This design comes from an exercise in tuning for small area and a short achievable clock period on the open sky130 flow, not from production work. Function was checked by simulation only, so behaviour that the tests miss may differ from the original.

`design/flow/design.v`:
```
module tvg_blend_lane (
    input  wire        is_clear,    
    input  wire        is_image,    
    input  wire        direct,      
    input  wire        maskon,      
    input  wire        inv_mask,    
    input  wire [31:0] color_pm,    
    input  wire [7:0]  cov,         
    input  wire [7:0]  img_k,       
    input  wire [31:0] dst,
    input  wire [31:0] src,
    input  wire [31:0] mask,
    output wire [31:0] pix
);
    function [7:0] amul;
        input [7:0] c;
        input [7:0] k;
        reg   [15:0] t;
        begin
            t = c * k + k;
            amul = t[15:8];
        end
    endfunction
    function [31:0] alpha_mul;
        input [31:0] p;
        input [7:0]  k;
        begin
            alpha_mul = {amul(p[31:24], k), amul(p[23:16], k),
                         amul(p[15:8],  k), amul(p[7:0],   k)};
        end
    endfunction
    wire [31:0] s_fill = (cov == 8'hFF) ? color_pm : alpha_mul(color_pm, cov);
    wire [31:0] s_img = alpha_mul(src, img_k);
    wire [31:0] s = is_image ? s_img : s_fill;
    wire [7:0]  mfac     = inv_mask ? (8'hFF - mask[31:24]) : mask[31:24];
    wire [31:0] s_masked = maskon ? alpha_mul(s, mfac) : s;
    wire [31:0] blended = s_masked + alpha_mul(dst, 8'hFF - s_masked[31:24]);
    assign pix = is_clear ? 32'h0000_0000 :
                 direct   ? s :
                            blended;
endmodule
module tvg_blend4 (
    input  wire         clk,
    input  wire         rst,           
    input  wire         in_valid,
    input  wire [1:0]   in_op,         
    input  wire         in_cs,         
    input  wire [1:0]   in_mm,         
    input  wire [31:0]  in_color,      
    input  wire [7:0]   in_opacity,    
    input  wire [7:0]   in_cov,        
    input  wire [127:0] in_dst,        
    input  wire [127:0] in_src,        
    input  wire [127:0] in_mask,       
    output reg          out_valid,
    output reg  [127:0] out_pix,       
    output reg          out_dst_rd,    
    output reg          out_mask_rd    
);
    localparam OP_CLEAR = 2'd0;
    localparam OP_FILL  = 2'd1;
    localparam OP_IRECT = 2'd2;
    localparam OP_IRLE  = 2'd3;
    function [7:0] alpha_mul8;
        input [7:0] a;
        input [7:0] b;
        reg   [15:0] t;
        begin
            t = a * b + 16'd127;
            alpha_mul8 = t / 16'd255;
        end
    endfunction
    reg         r_valid;
    reg [1:0]   r_op;
    reg         r_cs;
    reg [1:0]   r_mm;
    reg [31:0]  r_color;
    reg [7:0]   r_opacity;
    reg [7:0]   r_cov;
    reg [127:0] r_dst;
    reg [127:0] r_src;
    reg [127:0] r_mask;
    always @(posedge clk) begin
        if (rst)
            r_valid <= 1'b0;
        else
            r_valid <= in_valid;
        r_op      <= in_op;
        r_cs      <= in_cs;
        r_mm      <= in_mm;
        r_color   <= in_color;
        r_opacity <= in_opacity;
        r_cov     <= in_cov;
        r_dst     <= in_dst;
        r_src     <= in_src;
        r_mask    <= in_mask;
    end
    wire [7:0] c_a  = r_color[31:24];
    wire [7:0] c_r  = alpha_mul8(r_color[23:16], c_a);
    wire [7:0] c_g  = alpha_mul8(r_color[15:8],  c_a);
    wire [7:0] c_b  = alpha_mul8(r_color[7:0],   c_a);
    wire [31:0] color_pm = r_cs ? {c_a, c_b, c_g, c_r} : {c_a, c_r, c_g, c_b};
    wire translucent  = (c_a != 8'hFF) || (r_mm != 2'd0);
    wire fpath_opaque = !translucent;
    wire [7:0] img_k = (r_op == OP_IRLE) ? alpha_mul8(r_opacity, r_cov) : r_opacity;
    wire is_clear = (r_op == OP_CLEAR);
    wire is_fill  = (r_op == OP_FILL);
    wire is_image = r_op[1];
    wire maskon   = (r_mm == 2'd2) || (r_mm == 2'd3);
    wire direct   = is_fill && fpath_opaque && (r_cov == 8'hFF);
    wire [127:0] lane_pix;
    genvar j;
    generate
        for (j = 0; j < 4; j = j + 1) begin : g_lane
            tvg_blend_lane u_lane (
                .is_clear (is_clear),
                .is_image (is_image),
                .direct   (direct),
                .maskon   (maskon),
                .inv_mask (r_mm[0]),
                .color_pm (color_pm),
                .cov      (r_cov),
                .img_k    (img_k),
                .dst      (r_dst[32*j +: 32]),
                .src      (r_src[32*j +: 32]),
                .mask     (r_mask[32*j +: 32]),
                .pix      (lane_pix[32*j +: 32])
            );
        end
    endgenerate
    always @(posedge clk) begin
        if (rst)
            out_valid <= 1'b0;
        else
            out_valid <= r_valid;
        out_pix     <= lane_pix;
        out_dst_rd  <= !is_clear && !direct;
        out_mask_rd <= !is_clear && maskon;
    end
endmodule
```
`design/flow/run.sh`:
```
#!/bin/bash
# synth_recipe.tcl (not shown) runs the flow's synth.tcl, then flattens the netlist and writes it again
# the make line also repeats each setting of config.mk as NAME=value (left out here)
make -C /OpenROAD-flow-scripts/flow DESIGN_CONFIG=/design/flow/config.mk WORK_HOME=/design/flow/orfs CLKGATE_MAP_FILE= SYNTH_SCRIPT=/design/flow/synth_recipe.tcl finish
```
`design/flow/config.mk`:
```
export PLATFORM = sky130hd
export DESIGN_NAME = tvg_blend4
export DESIGN_NICKNAME = tvg_blend4
export VERILOG_FILES = /design/flow/design.v
export SDC_FILE = /design/flow/constraint.sdc
export NUM_CORES = 4
export LEC_CHECK = 0
export CAP_MARGIN = 20
export CORE_MARGIN = 2
export CORE_UTILIZATION = 40
export SLEW_MARGIN = 20
```
`design/flow/constraint.sdc`:
```
create_clock -name core_clock -period 30.0 [get_ports {clk}]
set_input_delay 6.0000 -clock core_clock [delete_from_list [all_inputs] [get_ports {clk}]]
set_output_delay 6.0000 -clock core_clock [all_outputs]
set_load 0.01 [all_outputs]
```
==> flow_summary.yaml <==
synthesis:
  ys_seq_area_share_pct: 6.65
  yosysMostFrequentCell: "inv_1"
  yosys-top-cells-area: "fa_1, ha_1, inv_1"
  syn-cell-area_um2: 142000
  post_synth_most_frequent_cells: "inv_1, fa_1, ha_1"
  postSynthNetCount: 21344
  yosys.area.top_type: "fa_1"
  synth_edf_count: 0
  avgSynthCellArea_um2: 8.59
  synth_top_area_share_pct: 33.9
  ys_warn_count: 2
  ys_async_sr_fraction_pct: 0
  synthFlopType: "dfxtp_1"
  ys_types: 149
  syn_inst: 16564
  synth_seq_cells: 473
timing:
  max_freq_mhz: 35.0
  maxSlewViolCount: 0
  skew_ns: 0.100
  min_period_over_period_pct: 95.2
  layout_min_cycle_time_ns: 28.57
  hold_ws_ns: 0.435
  tightestPinTransition_ns: 1.22
  fin_setup_tns_ns: 0
  setup_violations: 0
  hold_viol: 0
  slew_headroom_pct: 18.4
worst_hold_path:
  holdCritStartpoint: "r_valid"
  hp-class: "reg -> reg"
global_routing:
  grt_usage_pct: 24.1
  grt_pass1_wl_um: 680000
  antenna_found_initial: 36
  grt_pass1_vias: 116065
  grt_overflow: 0
  grt_max_degree: 86
worst_setup_path:
  cp_common_cell: "fa_1"
  crit_path_start_kind: "flop"
  cp.required_ns: 30.79
  crit_family: "adder cells"
  crit_type: "reg -> reg"
  r2r-start: "r_opacity[2]"
  cpMaxStageDelayCell: "or4b_2"
  critPathBufInv: 18
  crit_start: "r_opacity[2]"
  critPathMaxStageDelay_ns: 0.69
  path_max_fanout: 32
  crit_arrival_ns: 29.36
  setup.worst_path.end_class: "flop"
cells_and_area:
  fill_cells: 35261
  fin_nets: 21633
  area_delta_synth_final_pct: 10.4
  post-route-util_pct: 44.2
  drive_above_1_share_pct: 5.13
floorplanning:
  die_area_um2: 361000
  rows: 219
  die_h_um: 601
  boundaryPins: 571
  core_um2: 355000
  initial_core_util_pct: 40.1
  dieWidth_um: 601
clock_tree:
  clock_latency_ns: 0.87
  cts_buffers: 82
  cts_tree: "built"
  postCtsHoldBufs: 0
  cts_buffer_depth: 4
  h-tree-depth: 3
  cts-root-buf: "clkbuf_16"
  cts_sinks: 473
  clkTransAtPathRegs_ns: 0.05
run:
  cap_violations: 0
place:
  port_buffers: 474
  gp_congestion: 0.912
  hpwl_um: 346000
route:
  drtAntennaViolNets: 0
  vias: 114417
  drcViolationCount: 0
  via_per_inst: 5.27
  drt_iter0_drc: 7946
  first_pass_iters: 6
  routed_wl_um: 432000
  wl_per_cell_um: 19.9
run_status:
  status: "timing/DRC/antenna clean"
## per-layer routing
layer | GRT usage, % | share of wire, % | vias to the layer above
li1 | - | - | 53223
met1 | 33.7 | 45 | 57427
met2 | 37.7 | 44 | 3253
met3 | 3.90 | 7.0 | 500
met4 | 8.31 | 3.9 | 14
met5 | 0 | 0.020 | -
## cells in the final DEF (no fill, tap or decap), drive strengths merged, types with 141 or more instances in the layout
master | Yosys | routed
ha | 1932 | 1932
clkdlybuf4s50 | 0 | 474
a21oi | 502 | 502
inv | 3076 | 3086
o21ai | 431 | 431
and2 | 1428 | 1428
nand2b | 141 | 141
xor2 | 186 | 186
fa | 2408 | 2408
nand3 | 159 | 159
xnor2 | 317 | 317
nand2 | 1853 | 1853
nor2 | 955 | 955
nor3 | 237 | 237
dfxtp | 473 | 473
a21o | 189 | 189
buf | 80 | 297
## registers in the layout, summed over array words and instances (netlist names)
name         flops
r_op             2
r_cs             1
r_opacity        8
r_mask          32
r_cov            8
out_dst_rd       1
r_src          128
r_dst          128
out_pix        128
out_mask_rd      1
out_valid        1
r_mm             2
r_color         32
r_valid          1
## per-stage QoR
stage	area (µm²)	worst slack [ns]	cells
finish	157000	1.43	21693
global route	157000	-0.183	21679
floorplan	142000	2.24	16564
detailed placement	153000	-0.226	21491
global placement	153000	-0.0500	21491
CTS	156000	0.0217	21635
## logic make-up (layout without fill, tap and decap cells)
family                     Yosys count  in the layout  synth area share, %
AOI/OAI and AO/OA                 2094           2094                 10.0
xor gates and xnor gates           509            509                 3.20
adders and majority gates         4344           4344                 50.9
buffers and inverters             3647           3996                 9.73
DFF                                473            473                 6.65
muxes                              106            106                0.782
other                                0             29                    0
and+or+nand+nor                   5391           5391                 18.7
## repair_timing
item | CTS | global route
gates cloned | 0 | 1
resized for setup | 5 | 158
pin swaps | 0 | 41
setup buffers | 0 | 27
endpoints found under the setup margin | 3 | 48
## worst paths after layout
check / end / slack (ns) / cells past startpoint
hold reg to reg: out_valid / 0.44 / 1
setup reg to reg: out_pix[31] / 1.43 / 119
hold / removal: out_valid / 0.44 / 1
setup / recovery: out_pix[31] / 1.43 / 119
## layout make-up
class                           count  area [µm²]  area share [%]
Clock inverter                     50         637           0.405
Sequential cell                   473        9500            6.05
Antenna cell                       29        72.6          0.0462
Timing Repair Buffer              772        7130            4.54
Multi-Input combinational cell  12444      120000            76.4
Inverter                         3080       11600            7.36
Tap cell                         4751        5940            3.78
Clock buffer                       94        2190            1.39

[static timing again, ports no longer ideal]
No port has a modelled driver above. Below, the same layout with a new extraction and two added sets of constraints.
Step 1 assumes that a clkbuf_16 drives the clock port and a buf_2 every other input.
Step 2 moves the port delays by t, midway between the first and last clock arrival at a register: inputs arrive t later, outputs are due t later. That takes back most of the time a late clock gives input paths.
Three values: ideal ports, drivers, drivers and shift; two values: the first two.
t (ns): 0.933
setup WS [ns]: 1.431 / 1.431 / 1.431
hold slack, ns: 0.435 / 0.435 / 0.435
latest minus earliest clock arrival (ns): 0.103 / 0.103
worst data-port slew with drivers (ns): 0.13
After both steps setup and hold are still met in this run. The setup slack of this run moves by 0.000 ns with the drivers and by 0.000 ns with both steps.
